From an optimization exercise on the open Yosys and OpenROAD flow, aimed at small area, a short achievable clock period and few clock cycles; shortcuts taken in it are not production practice.
Function was checked by simulation only, so behaviour that the tests miss may differ from the original.

==> build 67 <==
Design ppe_top, start of the top module:
module ppe_top (
    input  wire        clk,
    input  wire        rst,
    input  wire        reg_we,
    input  wire [3:0]  reg_waddr,
    input  wire [31:0] reg_wdata,
    input  wire [3:0]  reg_raddr,
    output reg  [31:0] reg_rdata,
    output wire        src_req,
    output wire [32:0] src_addr,
    input  wire        src_ack,
    input  wire [15:0] src_data,
    output wire        dst_we,
    output wire [31:0] dst_addr,
    output wire [31:0] dst_wdata,
    input  wire        dst_ack
);
Settings: LEC_CHECK=0, CAP_MARGIN=20, CORE_MARGIN=2, CORE_UTILIZATION=40, CTS_CLUSTER_DIAMETER=80, CTS_CLUSTER_SIZE=16, SLEW_MARGIN=20; clock period 13.0 ns.
standard.sh (not shown) runs the stock make flow with config.mk's settings and CLKGATE_MAP_FILE= SYNTH_SCRIPT=/design/flow/synth_recipe.tcl, a recipe that flattens the netlist after the stock synthesis.
==> flow/flow/run.sh <==
#!/bin/bash
# The standard layout (standard.sh: the standard synthesis, floorplan, power
# grid, placement, CTS and routing, unchanged) with two settings of the timing
# repair: each port's buffer is a buf_2 rather than the resizer's default pick
# (the repair upsizes the ones on critical paths), and repair_timing aims for
# extra setup slack. The SDC and clock period are the standard flow's. ORFS writes each
# step's full log under orfs/logs; make's own output goes to standard.log here.
set -euo pipefail
export BUFFER_PORTS_ARGS="-buffer_cell sky130_fd_sc_hd__buf_2"
export SETUP_SLACK_MARGIN=6.6
bash standard.sh finish > standard.log 2>&1
==> build 79: changes against build 67 <==
--- a/flow/design.v
+++ b/flow/design.v
@@ -105,29 +105,40 @@
                     (f_r210 && (stride[7:2] != 6'd0)) ||
                     (f_r12 && !st_mod9);
     wire [33:0] diff   = {2'b00, stride} - fs;                   
     wire        st_lt  = diff[33];
     wire        fs_ovf = (fs[33:32] != 2'b00);
+    reg [4:0] mi;            
+    reg       m_done;        
     reg       ovf;           
-    reg       big;           
-    wire        m_done = (xr == 31'd0);
+    reg [4:0] h_msb;
+    integer i;
+    always @(*) begin
+        h_msb = 5'd0;
+        for (i = 0; i < 31; i = i + 1)
+            if (h[i]) h_msb = i[4:0];
+    end
+    wire [4:0]  mi_m1  = mi - 5'd1;
+    wire        h_bit  = h[mi];
+    wire        add1   = m_done || run;
+    wire [33:0] add_a  = add1 ? {2'b00, rv} : {1'b0, rv, 1'b0};
     wire [33:0] add_b  = run    ? {34{1'b1}}
                        : m_done ? {2'b11, ~dst_len}
-                       : (xr[0] ? {2'b00, dst_ptr} : 34'd0);
-    wire [33:0] acc_n  = {2'b00, rv} + add_b;
-    wire        ovf_n  = ovf || acc_n[32] || (xr[0] && big);
+                       : (h_bit ? {2'b00, stride} : 34'd0);
+    wire [33:0] acc_n  = add_a + add_b;
+    wire        ovf_n  = ovf || (acc_n[33:32] != 2'b00);
     wire        too_small = ovf || !acc_n[33];
     reg [32:0] src_idx;      
     reg [31:0] dst_ptr;      
     reg [30:0] xr;           
     reg        lt_r, mis_r;  
     reg        chk2;         
     reg [1:0]  c;            
     reg [5:0]  q;            
     reg        pad;          
     reg        nr, nr2;      
-    reg [29:0] S;            
+    reg [31:0] S;            
     reg [11:0] V;            
     reg        v_emit;       
     reg        v_pad;        
     reg        v_nr, v_nr2;  
     reg        v_last;       
@@ -227,11 +238,11 @@
     wire [31:0] lefto   = pl[31:0];
     assign src_req   = run && !pad;
     assign src_addr  = src_idx;
     assign dst_we    = vv && v_emit;
     assign dst_addr  = dst_ptr;
-    wire [31:0] word  = {2'b00, S} | (v_pad ? 32'd0 : placed) | (f_rgb8 ? 32'hFF00_0000 : 32'd0);
+    wire [31:0] word  = S | (v_pad ? 32'd0 : placed) | (f_rgb8 ? 32'hFF00_0000 : 32'd0);
     assign dst_wdata = f_big ? bswap(word) : word;
     wire [31:0] ptr_next = dst_ptr + (v_nr ? stride : v_nr2 ? ~fs[31:0] : 32'd4)
                                    + {31'd0, v_nr2};
     wire v_adv   = vv && !(v_emit && !dst_ack);
     wire v_free  = !vv || v_adv;
@@ -296,34 +307,34 @@
                 f_r12  <= (wf == 3'd6) || (wf == 3'd7);
                 f_big  <= (wf == 3'd4) || (wf == 3'd6);    
                 chk  <= 1'b1;
                 done <= 1'b0;
                 err  <= 4'd0;
-                rv      <= 32'd0;
-                ovf     <= 1'b0;
-                big     <= 1'b0;
-                xr      <= h;
-                dst_ptr <= stride;
-                chk2    <= 1'b0;
+                rv   <= stride;          
+                ovf  <= 1'b0;
+                mi   <= h_msb - 5'd1;
+                m_done <= (h_msb == 5'd0);
+                chk2 <= 1'b0;
             end
             if (chk) begin
                 src_idx <= 33'd0;
+                dst_ptr <= 32'd0;
+                xr      <= w;
                 lt_r    <= st_lt;
                 mis_r   <= misalign;
                 chk2    <= 1'b1;
                 c       <= 2'd0;
                 q       <= 6'd0;
                 pad     <= 1'b0;
                 nr      <= 1'b0;
                 nr2     <= 1'b0;
-                S       <= 30'd0;
+                S       <= 32'd0;
                 if (!m_done) begin
-                    rv      <= acc_n[31:0];
-                    ovf     <= ovf_n;
-                    big     <= big || dst_ptr[31];
-                    xr      <= {1'b0, xr[30:1]};
-                    dst_ptr <= {dst_ptr[30:0], 1'b0};
+                    rv  <= acc_n[31:0];
+                    ovf <= ovf_n;
+                    mi  <= mi_m1;
+                    if (mi == 5'd0) m_done <= 1'b1;
                 end
                 if (op == 4'd1) begin
                     if (cmd[23:16] != 8'd0 || !(dep == 4'd8 || dep == 4'd10 || dep == 4'd12))
                         finish(E_ILLEGAL, cmd);
                     else
@@ -353,19 +364,17 @@
                         finish(E_BUFFER, ovf ? 32'hFFFF_FFFF : rv);
                     else begin
                         chk <= 1'b0;
                         run <= 1'b1;
                         rv  <= {1'b0, h};        
-                        xr  <= w;
-                        dst_ptr <= 32'd0;
                     end
                 end else begin
                     finish(E_ILLEGAL, cmd);
                 end
             end
             if (v_adv) begin
-                S <= v_emit ? (v_pad ? 30'd0 : lefto[29:0]) : (S | placed[29:0]);
+                S <= v_emit ? (v_pad ? 32'd0 : lefto) : (S | placed);
                 if (v_nr || v_nr2 || v_emit)
                     dst_ptr <= ptr_next;
                 if (v_last)
                     finish(E_NONE, fs[31:0]);
             end
--- a/flow/config.mk
+++ b/flow/config.mk
@@ -6,8 +6,6 @@
 export NUM_CORES = 4
 export LEC_CHECK = 0
 export CAP_MARGIN = 20
 export CORE_MARGIN = 2
 export CORE_UTILIZATION = 40
-export CTS_CLUSTER_DIAMETER = 80
-export CTS_CLUSTER_SIZE = 16
 export SLEW_MARGIN = 20
==> build 94: changes against build 67 <==
--- a/flow/design.v
+++ b/flow/design.v
@@ -50,13 +50,16 @@
     wire [3:0]  dep = cmd[27:24];
     wire [7:0]  fmt = cmd[7:0];
     wire [15:0] val = cmd[15:0];
     wire [2:0]  f   = fmt[2:0];
     wire fmt_known = (fmt[7:3] == 5'd0) && (f != 3'd0);
-    reg f_rgb8, f_yuv8, f_r210, f_r12, f_big;
-    wire [2:0] wf = reg_wdata[2:0];
-    wire d8 = f_rgb8 || f_yuv8;
+    wire f_rgb8 = (f == 3'd1) || (f == 3'd2);
+    wire f_yuv8 = (f == 3'd3);
+    wire f_r210 = (f == 3'd4);
+    wire f_r12  = (f == 3'd6) || (f == 3'd7);
+    wire d8     = (f == 3'd1) || (f == 3'd2) || (f == 3'd3);
+    wire d10    = (f == 3'd4) || (f == 3'd5);
     function [11:0] clamp;
         input [15:0] s;
         input [3:0]  d;
         begin
             case (d)
@@ -72,25 +75,15 @@
     endfunction
     wire [30:0] w = width[30:0];
     wire [30:0] h = height[30:0];
     wire w_bad = width[31]  || (w == 31'd0);
     wire h_bad = height[31] || (h == 31'd0);
-    function [11:0] csa63;           
-        input [5:0] a, b, c;
-        reg   [5:0] cy;
-        begin
-            cy    = (a & b) | (a & c) | (b & c);
-            csa63 = {cy[4:0], cy[5], a ^ b ^ c};
-        end
-    endfunction
-    wire [11:0] m1 = csa63(stride[7:2], stride[13:8], stride[19:14]);
-    wire [11:0] m2 = csa63(m1[5:0], m1[11:6], stride[25:20]);
-    wire [11:0] m3 = csa63(m2[5:0], m2[11:6], stride[31:26]);
-    wire [6:0]  m4 = {1'b0, m3[5:0]} + {1'b0, m3[11:6]};
-    wire [5:0]  m5 = m4[5:0] + {5'd0, m4[6]};
-    wire st_mod9 = (m5 == 6'd0) || (m5 == 6'd9) || (m5 == 6'd18) || (m5 == 6'd27) ||
-                   (m5 == 6'd36) || (m5 == 6'd45) || (m5 == 6'd54) || (m5 == 6'd63);
+    wire [8:0] m9a = {3'd0, stride[7:2]} + {3'd0, stride[13:8]} + {3'd0, stride[19:14]}
+                   + {3'd0, stride[25:20]} + {3'd0, stride[31:26]};
+    wire [6:0] m9b = {4'd0, m9a[8:6]} + {1'b0, m9a[5:0]};
+    wire st_mod9 = (m9b == 7'd0) || (m9b == 7'd9) || (m9b == 7'd18) || (m9b == 7'd27) ||
+                   (m9b == 7'd36) || (m9b == 7'd45) || (m9b == 7'd54) || (m9b == 7'd63);
     wire nz1 = w[0];
     wire nz3 = (w[2:0] != 3'd0);
     wire nz6 = (w[5:0] != 6'd0);
     wire [33:0] fa_ = f_yuv8 ? {2'd0, w[30:1], 2'b00}
                     : f_r210 ? {1'b0, w[30:6], 8'd0}
@@ -102,36 +95,42 @@
                     : (f_r12 && nz3)  ? 34'd36 : 34'd0;
     wire [33:0] fs  = fa_ + fb_ + fc_;
     wire misalign = (stride[1:0] != 2'b00) ||
                     (f_r210 && (stride[7:2] != 6'd0)) ||
                     (f_r12 && !st_mod9);
-    wire [33:0] diff   = {2'b00, stride} - fs;                   
+    wire [33:0] diff   = {2'b00, stride} - fa_ - fb_ - fc_;      
     wire        st_lt  = diff[33];
     wire        fs_ovf = (fs[33:32] != 2'b00);
+    reg [4:0] mi;            
     reg       ovf;           
-    reg       big;           
-    wire        m_done = (xr == 31'd0);
-    wire [33:0] add_b  = run    ? {34{1'b1}}
-                       : m_done ? {2'b11, ~dst_len}
-                       : (xr[0] ? {2'b00, dst_ptr} : 34'd0);
-    wire [33:0] acc_n  = {2'b00, rv} + add_b;
-    wire        ovf_n  = ovf || acc_n[32] || (xr[0] && big);
-    wire        too_small = ovf || !acc_n[33];
+    reg [4:0] h_msb;
+    integer i;
+    always @(*) begin
+        h_msb = 5'd0;
+        for (i = 0; i < 31; i = i + 1)
+            if (h[i]) h_msb = i[4:0];
+    end
+    wire [4:0]  mi_m1  = mi - 5'd1;
+    wire        h_bit  = h[mi_m1];
+    wire [33:0] acc_n  = {1'b0, rv, 1'b0} + (h_bit ? {2'b00, stride} : 34'd0);
+    wire        ovf_n  = ovf || (acc_n[33:32] != 2'b00);
+    wire        m_done = (mi == 5'd0);
+    wire        too_small = ovf || (rv > dst_len);
     reg [32:0] src_idx;      
     reg [31:0] dst_ptr;      
     reg [30:0] xr;           
     reg        lt_r, mis_r;  
     reg        chk2;         
     reg [1:0]  c;            
     reg [5:0]  q;            
     reg        pad;          
-    reg        nr, nr2;      
-    reg [29:0] S;            
+    reg        nr;           
+    reg [31:0] S;            
     reg [11:0] V;            
     reg        v_emit;       
     reg        v_pad;        
-    reg        v_nr, v_nr2;  
+    reg        v_nr;         
     reg        v_last;       
     reg [1:0]  v_c;
     reg        v_odd;
     reg [2:0]  v_p;
     wire last_px = (xr == 31'd1);
@@ -227,14 +226,16 @@
     wire [31:0] lefto   = pl[31:0];
     assign src_req   = run && !pad;
     assign src_addr  = src_idx;
     assign dst_we    = vv && v_emit;
     assign dst_addr  = dst_ptr;
-    wire [31:0] word  = {2'b00, S} | (v_pad ? 32'd0 : placed) | (f_rgb8 ? 32'hFF00_0000 : 32'd0);
+    wire [31:0] word  = S | (v_pad ? 32'd0 : placed) | (f_rgb8 ? 32'hFF00_0000 : 32'd0);
+    wire        f_big = f_r210 || (f == 3'd6);
     assign dst_wdata = f_big ? bswap(word) : word;
-    wire [31:0] ptr_next = dst_ptr + (v_nr ? stride : v_nr2 ? ~fs[31:0] : 32'd4)
-                                   + {31'd0, v_nr2};
+    wire [31:0] ptr_next = dst_ptr + (v_nr ? stride : 32'd4)
+                         - (v_nr ? fa_[31:0] : 32'd0) - (v_nr ? fb_[31:0] : 32'd0)
+                         - (v_nr ? fc_[31:0] : 32'd0);
     wire v_adv   = vv && !(v_emit && !dst_ack);
     wire v_free  = !vv || v_adv;
     wire rd_adv  = run && !pad && src_ack && v_free;
     wire pad_adv = run && pad && v_free;
     task finish;
@@ -261,15 +262,10 @@
         end
     end
     always @(posedge clk) begin
         if (rst) begin
             cmd      <= 32'd0;
-            f_rgb8   <= 1'b0;
-            f_yuv8   <= 1'b0;
-            f_r210   <= 1'b0;
-            f_r12    <= 1'b0;
-            f_big    <= 1'b0;
             width    <= 32'd0;
             height   <= 32'd0;
             stride   <= 32'd0;
             dst_len  <= 32'd0;
             rv       <= 32'd0;
@@ -288,42 +284,34 @@
                     A_DST_LEN: dst_len <= reg_wdata;
                     default: ;
                 endcase
             end
             if (launch) begin
-                f_rgb8 <= (wf == 3'd1) || (wf == 3'd2);
-                f_yuv8 <= (wf == 3'd3);
-                f_r210 <= (wf == 3'd4);
-                f_r12  <= (wf == 3'd6) || (wf == 3'd7);
-                f_big  <= (wf == 3'd4) || (wf == 3'd6);    
                 chk  <= 1'b1;
                 done <= 1'b0;
                 err  <= 4'd0;
-                rv      <= 32'd0;
-                ovf     <= 1'b0;
-                big     <= 1'b0;
-                xr      <= h;
-                dst_ptr <= stride;
-                chk2    <= 1'b0;
+                rv   <= stride;          
+                ovf  <= 1'b0;
+                mi   <= h_msb;
+                chk2 <= 1'b0;
             end
             if (chk) begin
                 src_idx <= 33'd0;
+                dst_ptr <= 32'd0;
+                xr      <= w;
                 lt_r    <= st_lt;
                 mis_r   <= misalign;
                 chk2    <= 1'b1;
                 c       <= 2'd0;
                 q       <= 6'd0;
                 pad     <= 1'b0;
                 nr      <= 1'b0;
-                nr2     <= 1'b0;
-                S       <= 30'd0;
+                S       <= 32'd0;
                 if (!m_done) begin
-                    rv      <= acc_n[31:0];
-                    ovf     <= ovf_n;
-                    big     <= big || dst_ptr[31];
-                    xr      <= {1'b0, xr[30:1]};
-                    dst_ptr <= {dst_ptr[30:0], 1'b0};
+                    rv  <= acc_n[31:0];
+                    ovf <= ovf_n;
+                    mi  <= mi_m1;
                 end
                 if (op == 4'd1) begin
                     if (cmd[23:16] != 8'd0 || !(dep == 4'd8 || dep == 4'd10 || dep == 4'd12))
                         finish(E_ILLEGAL, cmd);
                     else
@@ -353,20 +341,18 @@
                         finish(E_BUFFER, ovf ? 32'hFFFF_FFFF : rv);
                     else begin
                         chk <= 1'b0;
                         run <= 1'b1;
                         rv  <= {1'b0, h};        
-                        xr  <= w;
-                        dst_ptr <= 32'd0;
                     end
                 end else begin
                     finish(E_ILLEGAL, cmd);
                 end
             end
             if (v_adv) begin
-                S <= v_emit ? (v_pad ? 30'd0 : lefto[29:0]) : (S | placed[29:0]);
-                if (v_nr || v_nr2 || v_emit)
+                S <= v_emit ? (v_pad ? 32'd0 : lefto) : (S | placed);
+                if (v_nr || v_emit)
                     dst_ptr <= ptr_next;
                 if (v_last)
                     finish(E_NONE, fs[31:0]);
             end
             if (v_free)
@@ -374,21 +360,19 @@
             if (rd_adv || pad_adv) begin
                 V      <= src_data[11:0] | {12{sat}};
                 v_emit <= pad || emit_r;
                 v_pad  <= pad;
                 v_nr   <= nr;
-                v_nr2  <= nr2;
                 v_last <= row_done && (rv == 32'd1);
                 v_c    <= c;
                 v_odd  <= q[0];
                 v_p    <= p;
             end
             if (run) begin
                 if (rd_adv) begin
                     src_idx <= src_idx + ((f_yuv8 && q[0]) ? 33'd3 : 33'd1);
-                    nr  <= 1'b0;
-                    nr2 <= nr;
+                    nr <= 1'b0;
                     c <= pix_end ? 2'd0 : c + 2'd1;
                     if (f_r12)
                         q <= (q[4:0] == 5'd23) ? 6'd0 : q + 6'd1;
                     else if (pix_end)
                         q <= q + 6'd1;
@@ -405,11 +389,11 @@
                 end
                 if (row_done) begin
                     if (rv == 32'd1)
                         run <= 1'b0;
                     else begin
-                        rv  <= acc_n[31:0];      
+                        rv  <= rv - 32'd1;
                         xr  <= w;
                         c   <= 2'd0;
                         q   <= 6'd0;
                         pad <= 1'b0;
                         nr  <= 1'b1;
==> flow/flow/run.sh (replaced) <==
#!/bin/bash
# The standard layout (standard.sh: the standard synthesis, floorplan, power
# grid, placement, CTS and routing, unchanged) with two settings of the timing
# repair: each port's buffer is a buf_4 rather than the resizer's default pick,
# and repair_timing aims for extra setup slack. The SDC and clock period are
# the standard flow's. ORFS writes each step's full log under orfs/logs; make's own output
# goes to standard.log here.
set -euo pipefail
export BUFFER_PORTS_ARGS="-buffer_cell sky130_fd_sc_hd__buf_4"
export SETUP_SLACK_MARGIN=6.5
bash standard.sh finish > standard.log 2>&1
--- a/flow/config.mk
+++ b/flow/config.mk
@@ -6,8 +6,6 @@
 export NUM_CORES = 4
 export LEC_CHECK = 0
 export CAP_MARGIN = 20
 export CORE_MARGIN = 2
 export CORE_UTILIZATION = 40
-export CTS_CLUSTER_DIAMETER = 80
-export CTS_CLUSTER_SIZE = 16
 export SLEW_MARGIN = 20
==> trial 13: changes against build 67 <==
--- a/flow/config.mk
+++ b/flow/config.mk
@@ -6,8 +6,8 @@
 export NUM_CORES = 4
 export LEC_CHECK = 0
 export CAP_MARGIN = 20
 export CORE_MARGIN = 2
 export CORE_UTILIZATION = 40
-export CTS_CLUSTER_DIAMETER = 80
-export CTS_CLUSTER_SIZE = 16
+export CTS_CLUSTER_DIAMETER = 100
+export CTS_CLUSTER_SIZE = 20
 export SLEW_MARGIN = 20
==> notes <==
Wire length: trial 13 is smaller than build 79 (about 2.8%). Via count: build 79 is higher than build 67 (about 2.8%). Against trial 13, the critical path depth of build 94 is lower by 1. The highest final cell count belongs to build 94, the lowest to trial 13.
Testbench counts of build 67, summed over its fixed seeds: cycles 41,720.
Testbench counts of build 79, summed over its fixed seeds: cycles 41,631.
Testbench counts of build 94, summed over its fixed seeds: cycles 41,631.
Testbench counts of trial 13, summed over its fixed seeds: cycles 41,720.

==> afterwards: timing with drivers on the ports <==
The results above use ideal ports. As a check the final layouts listed here were re-extracted and re-timed, cells and wires unchanged.
Step 1 assumes that a clkbuf_16 drives the clock port and a buf_2 every other input.
Step 2 times the ports against the registers' clock, not the clock port: input delays grow and output delays shrink by t, the midpoint of the rising clock arrivals with the driver on.
Slacks: ideal ports / drivers / drivers and shift; pairs: ideal ports / drivers.
run	t (ns)	setup slack, ns	worst hold slack (ns)	slew at the worst register clock pin (ns)	pins driven straight from the clock port
build 67	0.659	5.881 / 5.822 / 5.822	0.473 / 0.473 / 0.473	0.09 / 0.09	1
build 79	0.670	6.296 / 6.234 / 6.234	0.482 / 0.482 / 0.482	0.07 / 0.07	1
build 94	0.697	6.402 / 6.352 / 6.352	0.459 / 0.459 / 0.459	0.07 / 0.07	1
trial 13	0.718	5.881 / 5.822 / 5.822	0.475 / 0.475 / 0.475	0.10 / 0.10	1
After both steps every run listed still meets setup and hold. The setup slack of build 79, which loses most, moves by -0.062 ns with the drivers and by -0.062 ns with both steps.
